Context: an optimization exercise on an open-source flow, tuned for small area, a short achievable clock period and few clock cycles per item. The choices shown serve that exercise and are no tape-out recipe. Only simulation tests tie the RTL to the original design; equivalence was not proved. No activity file was given, so power comes from the tool's default toggle rates.

File: design.v
module hdlc_frame (
    input  wire        clk,
    input  wire        rst,           
    input  wire        start,
    input  wire [16:0] cfg_nbits,     
    output wire        busy,
    output reg         done,
    input  wire        b_valid,
    output wire        b_ready,
    input  wire        b_data,
    output reg         f_valid,
    input  wire        f_ready,
    output reg  [12:0] f_addr,
    output reg  [7:0]  f_data,
    output reg         d_valid,
    input  wire        d_ready,
    output reg  [2:0]  d_class,
    output reg         d_crc_ok,
    output reg  [2:0]  d_resid,
    output reg  [16:0] d_start,
    output reg  [16:0] d_len,
    output reg  [16:0] d_dlen,
    output reg  [13:0] d_off,
    output reg  [13:0] d_nbytes,
    output reg  [15:0] d_crc_calc,
    output reg  [15:0] d_crc_rx,
    output reg  [13:0] r_ncand,
    output reg  [13:0] r_naccept,
    output reg  [13:0] r_ncrc_ok,
    output reg  [13:0] r_nrej_short,
    output reg  [13:0] r_nrej_inact,
    output reg  [13:0] r_ndrop_len,
    output reg  [13:0] r_ndrop_addr,
    output reg  [13:0] r_nframe_bytes,
    output reg  [16:0] r_tailbits
);
    localparam [2:0] CL_ACCEPT   = 3'd0,
                     CL_REJ_SHORT = 3'd1,
                     CL_REJ_INACT = 3'd2,
                     CL_DROP_LEN  = 3'd3,
                     CL_DROP_ADDR = 3'd4;
    localparam [2:0] ST_IDLE  = 3'd0,
                     ST_BITS  = 3'd1,    
                     ST_BWAIT = 3'd2,    
                     ST_PART  = 3'd3,    
                     ST_DESC  = 3'd4,    
                     ST_FILL  = 3'd5;    
    reg  [2:0]  state;
    reg  [16:0] nbits;
    reg  [16:0] bidx;         
    reg  [16:0] pos;          
    reg  [7:0]  win;          
    reg  [3:0]  wcnt;         
    reg  [16:0] clen;         
    reg  [3:0]  ones;         
    reg         inactive;     
    reg  [16:0] dlen;         
    reg  [7:0]  sbyte;        
    reg  [13:0] nfull;        
    reg  [7:0]  byte0;
    reg  [7:0]  hist0;        
    reg  [7:0]  hist1;        
    reg  [15:0] crc;          
    reg         cand_end;     
    reg         part_done;    
    reg  [13:0] off;          
    reg  [13:0] fptr;         
    assign busy    = (state != ST_IDLE);
    assign b_ready = (state == ST_BITS);
    function [15:0] crc_byte(input [15:0] c, input [7:0] v);
        integer i;
        reg [15:0] t;
        begin
            t = c ^ {8'd0, v};
            for (i = 0; i < 8; i = i + 1)
                t = t[0] ? ((t >> 1) ^ 16'h8408) : (t >> 1);
            crc_byte = t;
        end
    endfunction
    wire [7:0]  win_n   = {b_data, win[7:1]};
    wire        leaving = (wcnt == 4'd8);            
    wire        x       = win[0];
    wire [3:0]  wcnt_n  = leaving ? 4'd8 : (wcnt + 4'd1);
    wire        flag    = (wcnt_n == 4'd8) && (win_n == 8'h7E);
    wire        last    = (bidx == nbits - 17'd1);
    wire        del0    = !x && (ones >= 4'd5);       
    wire        keep    = leaving && !del0;
    wire [7:0]  sbyte_n = {x, sbyte[7:1]};
    wire        byte_c  = keep && (dlen[2:0] == 3'd7);
    wire [2:0]  resid    = dlen[2:0];
    wire        has_part = (resid != 3'd0);
    wire [7:0]  part     = sbyte >> (4'd8 - {1'b0, resid});
    wire [15:0] crc_out  = crc ^ 16'hFFFF;
    wire        crc_good = (crc_out == {hist1, hist0});
    task push_byte(input [7:0] v);
        begin
            if (nfull == 14'd0)
                byte0 <= v;
            if (nfull >= 14'd2)
                crc <= crc_byte(crc, hist0);
            hist0 <= hist1;
            hist1 <= v;
            nfull <= nfull + 14'd1;
        end
    endtask
    always @(posedge clk) begin
        if (rst) begin
            state          <= ST_IDLE;
            done           <= 1'b0;
            f_valid        <= 1'b0;
            f_addr         <= 13'd0;
            f_data         <= 8'd0;
            d_valid        <= 1'b0;
            d_class        <= 3'd0;
            d_crc_ok       <= 1'b0;
            d_resid        <= 3'd0;
            d_start        <= 17'd0;
            d_len          <= 17'd0;
            d_dlen         <= 17'd0;
            d_off          <= 14'd0;
            d_nbytes       <= 14'd0;
            d_crc_calc     <= 16'd0;
            d_crc_rx       <= 16'd0;
            r_ncand        <= 14'd0;
            r_naccept      <= 14'd0;
            r_ncrc_ok      <= 14'd0;
            r_nrej_short   <= 14'd0;
            r_nrej_inact   <= 14'd0;
            r_ndrop_len    <= 14'd0;
            r_ndrop_addr   <= 14'd0;
            r_nframe_bytes <= 14'd0;
            r_tailbits     <= 17'd0;
            nbits          <= 17'd0;
            bidx           <= 17'd0;
            pos            <= 17'd0;
            win            <= 8'd0;
            wcnt           <= 4'd0;
            clen           <= 17'd0;
            ones           <= 4'd0;
            inactive       <= 1'b0;
            dlen           <= 17'd0;
            sbyte          <= 8'd0;
            nfull          <= 14'd0;
            byte0          <= 8'd0;
            hist0          <= 8'd0;
            hist1          <= 8'd0;
            crc            <= 16'hFFFF;
            cand_end       <= 1'b0;
            off            <= 14'd0;
            fptr           <= 14'd0;
            part_done      <= 1'b0;
        end else begin
            done <= 1'b0;
            case (state)
            ST_IDLE: begin
                if (start) begin
                    nbits          <= cfg_nbits;
                    bidx           <= 17'd0;
                    pos            <= 17'd0;
                    wcnt           <= 4'd0;
                    clen           <= 17'd0;
                    ones           <= 4'd0;
                    inactive       <= 1'b0;
                    dlen           <= 17'd0;
                    nfull          <= 14'd0;
                    crc            <= 16'hFFFF;
                    off            <= 14'd0;
                    fptr           <= 14'd0;
                    part_done      <= 1'b0;
                    cand_end       <= 1'b0;
                    r_ncand        <= 14'd0;
                    r_naccept      <= 14'd0;
                    r_ncrc_ok      <= 14'd0;
                    r_nrej_short   <= 14'd0;
                    r_nrej_inact   <= 14'd0;
                    r_ndrop_len    <= 14'd0;
                    r_ndrop_addr   <= 14'd0;
                    state          <= (cfg_nbits == 17'd0) ? ST_FILL : ST_BITS;
                end
            end
            ST_BITS: begin
                if (b_valid) begin
                    bidx <= bidx + 17'd1;
                    win  <= win_n;
                    wcnt <= wcnt_n;
                    if (leaving) begin
                        clen <= clen + 17'd1;
                        if (x) begin
                            if (ones != 4'd15) ones <= ones + 4'd1;
                            if (ones == 4'd14) inactive <= 1'b1;
                        end else begin
                            ones <= 4'd0;
                        end
                        if (keep) begin
                            sbyte <= sbyte_n;
                            dlen  <= dlen + 17'd1;
                        end
                        if (byte_c) begin
                            push_byte(sbyte_n);
                            f_valid <= 1'b1;
                            f_addr  <= off[12:0] + nfull[12:0];
                            f_data  <= sbyte_n;
                        end
                    end
                    if (flag) begin
                        cand_end <= 1'b1;
                        wcnt     <= 4'd0;
                        state    <= byte_c ? ST_BWAIT : ST_PART;
                    end else if (last) begin
                        cand_end <= 1'b0;
                        state    <= byte_c ? ST_BWAIT : ST_FILL;
                    end else if (byte_c) begin
                        state    <= ST_BWAIT;
                    end
                end
            end
            ST_BWAIT: begin
                if (f_ready) begin
                    f_valid <= 1'b0;
                    if (cand_end)
                        state <= ST_PART;
                    else if (bidx == nbits)
                        state <= ST_FILL;
                    else
                        state <= ST_BITS;
                end
            end
            ST_PART: begin
                d_start    <= pos;
                d_len      <= clen;
                d_off      <= off;
                d_crc_ok   <= 1'b0;
                d_crc_calc <= 16'd0;
                d_crc_rx   <= 16'd0;
                if (f_valid) begin
                    if (f_ready) f_valid <= 1'b0;
                end else if (clen < 17'd8) begin
                    d_class      <= CL_REJ_SHORT;
                    d_resid      <= 3'd0;
                    d_dlen       <= 17'd0;
                    d_nbytes     <= 14'd0;
                    r_nrej_short <= r_nrej_short + 14'd1;
                    d_valid      <= 1'b1;
                    state        <= ST_DESC;
                end else if (inactive) begin
                    d_class      <= CL_REJ_INACT;
                    d_resid      <= 3'd0;
                    d_dlen       <= 17'd0;
                    d_nbytes     <= 14'd0;
                    r_nrej_inact <= r_nrej_inact + 14'd1;
                    d_valid      <= 1'b1;
                    state        <= ST_DESC;
                end else if (has_part && !part_done) begin
                    push_byte(part);
                    part_done <= 1'b1;
                    f_valid   <= 1'b1;
                    f_addr    <= off[12:0] + nfull[12:0];
                    f_data    <= part;
                end else begin
                    d_resid  <= resid;
                    d_dlen   <= dlen;
                    d_nbytes <= nfull;
                    off      <= off + nfull;
                    if (nfull < 14'd5) begin
                        d_class     <= CL_DROP_LEN;
                        r_ndrop_len <= r_ndrop_len + 14'd1;
                    end else if (byte0 != 8'hFF) begin
                        d_class      <= CL_DROP_ADDR;
                        r_ndrop_addr <= r_ndrop_addr + 14'd1;
                    end else begin
                        d_class    <= CL_ACCEPT;
                        d_crc_calc <= crc_out;
                        d_crc_rx   <= {hist1, hist0};
                        d_crc_ok   <= crc_good;
                        r_naccept  <= r_naccept + 14'd1;
                        if (crc_good)
                            r_ncrc_ok <= r_ncrc_ok + 14'd1;
                    end
                    d_valid <= 1'b1;
                    state   <= ST_DESC;
                end
            end
            ST_DESC: begin
                if (d_ready) begin
                    d_valid  <= 1'b0;
                    r_ncand  <= r_ncand + 14'd1;
                    pos      <= bidx;
                    clen     <= 17'd0;
                    ones     <= 4'd0;
                    inactive <= 1'b0;
                    dlen     <= 17'd0;
                    nfull    <= 14'd0;
                    crc       <= 16'hFFFF;
                    cand_end  <= 1'b0;
                    part_done <= 1'b0;
                    fptr      <= off;
                    state     <= (bidx == nbits) ? ST_FILL : ST_BITS;
                end
            end
            ST_FILL: begin
                if (f_valid) begin
                    if (f_ready) f_valid <= 1'b0;
                end else if (fptr[1:0] != 2'd0) begin
                    f_valid <= 1'b1;
                    f_addr  <= fptr[12:0];
                    f_data  <= 8'd0;
                    fptr    <= fptr + 14'd1;
                end else begin
                    r_nframe_bytes <= off;
                    r_tailbits     <= nbits - pos;
                    done           <= 1'b1;
                    state          <= ST_IDLE;
                end
            end
            default: state <= ST_IDLE;
            endcase
        end
    end
endmodule
File: run.sh
#!/bin/bash
# synth_recipe.tcl (not shown) runs the flow's synth.tcl, then flattens the netlist and writes it again
# the make line also repeats each setting of config.mk as NAME=value (left out here)
make -C /OpenROAD-flow-scripts/flow DESIGN_CONFIG=/design/flow/config.mk WORK_HOME=/design/flow/orfs CLKGATE_MAP_FILE= SYNTH_SCRIPT=/design/flow/synth_recipe.tcl finish
File: config.mk
export PLATFORM = sky130hd
export DESIGN_NAME = hdlc_frame
export DESIGN_NICKNAME = hdlc_frame
export VERILOG_FILES = /design/flow/design.v
export SDC_FILE = /design/flow/constraint.sdc
export NUM_CORES = 4
export LEC_CHECK = 0
export CAP_MARGIN = 20
export CORE_MARGIN = 2
export CORE_UTILIZATION = 40
export SLEW_MARGIN = 20
File: constraint.sdc
create_clock -name core_clock -period 6.5 [get_ports {clk}]
set_input_delay 1.3000 -clock core_clock [delete_from_list [all_inputs] [get_ports {clk}]]
set_output_delay 1.3000 -clock core_clock [all_outputs]
set_load 0.01 [all_outputs]
==> impl_metrics.env <==
export IMPL_nets=2954
export IMPL_total_power_mw=8.21
export IMPL_place_area_um2=25000
export IMPL_vias_per_cell=5.43
export IMPL_ios=297
export IMPL_synth_nets=2741
export IMPL_final_setup_tns_ns=0
export IMPL_synth_area_leaders="dfxtp_1 43%, nand2_1 7.9%, a21oi_1 5.9%, nor2_1 5.3%, xnor2_1 5.0%"
export IMPL_drtIter0Drc=1556
export IMPL_slowest_stage="a21oi_2"
export IMPL_layout_drive_gt1_share_pct=5.08
export IMPL_clk_pin_slew_ns=0.06
export IMPL_yosysWarnings=1
export IMPL_synth_cells=2661
export IMPL_grt_pass1_vias=18500
export IMPL_final_cell_mix="464 x dfxtp_1, 454 x nand2_1, 306 x nor2_1"
export IMPL_clk_path_buf_depth=3
export IMPL_area_growth_pct=23.9
export IMPL_crit_path_start_kind="register"
export IMPL_htreeDepth=2
export IMPL_holdCritPathClass="reg -> reg"
export IMPL_critPathKind="reg -> reg"
export IMPL_tritoncts="built"
export IMPL_p_leak_nw=9.08
export IMPL_yosysSeqAreaShare_pct=43.1
export IMPL_min_period_over_period_pct=60.7
export IMPL_fin_area_um2=26700
export IMPL_clock_latency_ns=0.61
export IMPL_wl_per_cell_um=18.3
export IMPL_slew_headroom_pct=29.1
export IMPL_layout_commonest_cell="dfxtp_1"
export IMPL_dieArea_um2=55800
export IMPL_cts_setup_buffers=0
export IMPL_drc=0
export IMPL_grt_ovfl_total=0
export IMPL_worst_setup_path_end_kind="register"
export IMPL_initial_utilization_pct=40.3
export IMPL_maxCapViolCount=0
export IMPL_synth_async_reset_ratio_pct=0
export IMPL_dieHeight_um=236
export IMPL_synth_edff_count=0
export IMPL_numCtsBuffers=49
export IMPL_synth_top_flop_cell="dfxtp_1"
export IMPL_synth_cell_area_um2=21600
export IMPL_max_freq_ghz=0.253
export IMPL_setup_viol=0
export IMPL_synth_distinct_cells=82
export IMPL_p_per_area_nw_per_um2=308
export IMPL_skew_ns=0.0208
export IMPL_multiInputGateArea_um2=11500
export IMPL_num_fill_cells=5109
export IMPL_dp_hpwl_um=47600
export IMPL_rsz0062_at_grt="false"
export IMPL_synth_avg_cell_area_um2=8.10
export IMPL_crit_chain="inv_1 -> ha_1 -> ha_1 -> nor2_1 -> a41oi_2 -> a21oi_2 -> and3_1 -> mux2i_1 -> nor2_1"
export IMPL_regArea_um2=9290
export IMPL_place_congestion=0.894
export IMPL_ys_ff_latch=464
export IMPL_core_um2=53500
export IMPL_arrival_ns=4.41
export IMPL_cpPeakStageDelay_ns=0.78
export IMPL_clock_sinks=464
export IMPL_tightest_slew_ns=1.06
export IMPL_grt_max_degree=154
export IMPL_synth_top_cell_by_area="dfxtp_1"
export IMPL_die_w_um=236
export IMPL_antenna_found_initial=3
export IMPL_status="finished clean"
export IMPL_grt_pass1_wl_um=103000
export IMPL_routed_wl_um=65900
export IMPL_fin_crit_ns=3.95
export IMPL_synth_top_cell_area_share_pct=43.1
export IMPL_rows=85
export IMPL_first_pass_iters=5
export IMPL_finalMaxSlewViolations=0
export IMPL_hold_viol_final=0
export IMPL_vdd_drop_max_mv=0.211
export IMPL_crit_fanout=18
export IMPL_ant_nets=0
export IMPL_cts_root_buf="clkbuf_16"
export IMPL_hold_buffers=0
export IMPL_grt_usage_pct=22.8
export IMPL_worst_endpoint_required_ns=6.96
export IMPL_cts_resized=0
export IMPL_numPortBuffers=296
export IMPL_dr_total_vias=19600
==> sequential cells by signal, indices dropped and copies added (netlist names), 16 cells and up <==
register	count
bidx	17
clen	17
crc	16
d_crc_calc	16
d_crc_rx	16
d_dlen	17
d_len	17
d_start	17
dlen	17
nbits	17
pos	17
r_tailbits	17
==> critical path, delay by kind of cell (launching register included) <==
family,cells,cell delay [ns]
flops,1,0.77
buf+inv,1,0.19
compound gates,2,1.10
mux,1,0.25
fa+ha+maj,2,0.44
simple gates,3,1.04
==> synth_stat cells, types with 12 or more instances <==
cell type	n
a211oi_1	22
xor2_1	67
and4_1	12
dfxtp_1	464
nor4_1	23
o211ai_1	13
mux2i_1	30
nor3_1	62
a311oi_1	14
a22oi_1	43
inv_1	58
xnor2_1	123
or3_1	32
and2_1	12
o21ai_0	81
a21oi_1	253
and3_1	37
clkbuf_1	140
nor2_1	306
nand3_1	103
ha_1	54
nand4_1	45
or4_1	16
nand2_1	456
nor2b_1	16
==> kinds of logic (layout without fill, tap and decap cells) <==
family                   Yosys count  after routing  synth area share, %
other                              0              1                    0
flip-flops                       464            464                 43.1
adder cells (fa/ha/maj)           56             56                 3.32
buffers and inverters            216            467                 3.90
AND/OR/NAND/NOR                 1171           1171                 24.9
multiplexers                      36             36                 1.93
XOR/XNOR                         190            190                 7.72
AO/OA/AOI/OAI                    528            528                 15.2
==> final timing paths <==
kind / start / endpoint / slack [ns] / cells after the start
max: dlen[0] / byte0[0] / 2.55 / 9
min: r_tailbits[12] / r_tailbits[12] / 0.45 / 2
max reg2reg: dlen[0] / byte0[0] / 2.55 / 9
min reg2reg: r_tailbits[12] / r_tailbits[12] / 0.45 / 2
==> metal layers <==
| layer | share of wire [%] | global-route usage (%) | up-vias |
|---|---|---|---|
| met4 | 2.4 | 7.01 | 2 |
| met5 | 0.012 | 0 | - |
| met3 | 6.0 | 4.37 | 85 |
| li1 | - | - | 9648 |
| met1 | 45 | 30.3 | 9346 |
| met2 | 46 | 37.4 | 500 |
==> per-stage QoR <==
stage	std cells	setup WS, ns	util, %	hold WS (ns)
floorplan	2661	3.28	-	0.440
global placement	3519	2.16	46.7	0.445
detailed placement	3519	2.12	46.7	0.446
CTS	3608	2.55	49.9	0.456
global route	3609	2.25	49.9	0.471
finish	3609	2.55	49.9	0.453
==> report_power, final <==
part | internal, mW | switching (mW) | total, mW | leakage, nW
registers | 2.97 | 0.176 | 3.15 | 3.74
logic | 0.719 | 1.39 | 2.11 | 4.49
clock network | 1.76 | 1.19 | 2.95 | 0.848
total | 5.45 | 2.76 | 8.21 | 9.08
==> cell type report <==
class                           instances  share of cell area [%]
Timing Repair Buffer                  320                    11.8
Inverter                               58                   0.815
Clock buffer                           69                    5.44
Tap cell                              696                    3.26
Antenna cell                            1                 0.00937
Sequential cell                       464                    34.8
Clock inverter                         20                   0.974
Multi-Input combinational cell       1981                    42.9
Testbench counts, summed over its fixed seeds: cycles 171,033, bits 150,748.

[what the ideal ports hide]
In the flow no input, the clock included, has a driving cell. The finished layout below was timed again as built, in two steps. Step 1, drivers: a clkbuf_16 drives clk and a buf_2 each remaining input, both assumed. Step 2 times the ports against the registers' clock, not the clock port: input delays grow and output delays shrink by t, the midpoint of the rising clock arrivals with the driver on. Three values: ideal ports, drivers, drivers and shift; two values: the first two.
shift t [ns]: 0.655
setup slack, ns: 2.553 / 2.553 / 2.010
worst setup path after step 2: input to register
clock arrival spread, ns: 0.024 / 0.023
pins driven straight from the clock port: 1
After both steps setup and hold are still met in this run. The setup slack of this run moves by 0.000 ns with the drivers and by -0.543 ns with both steps.
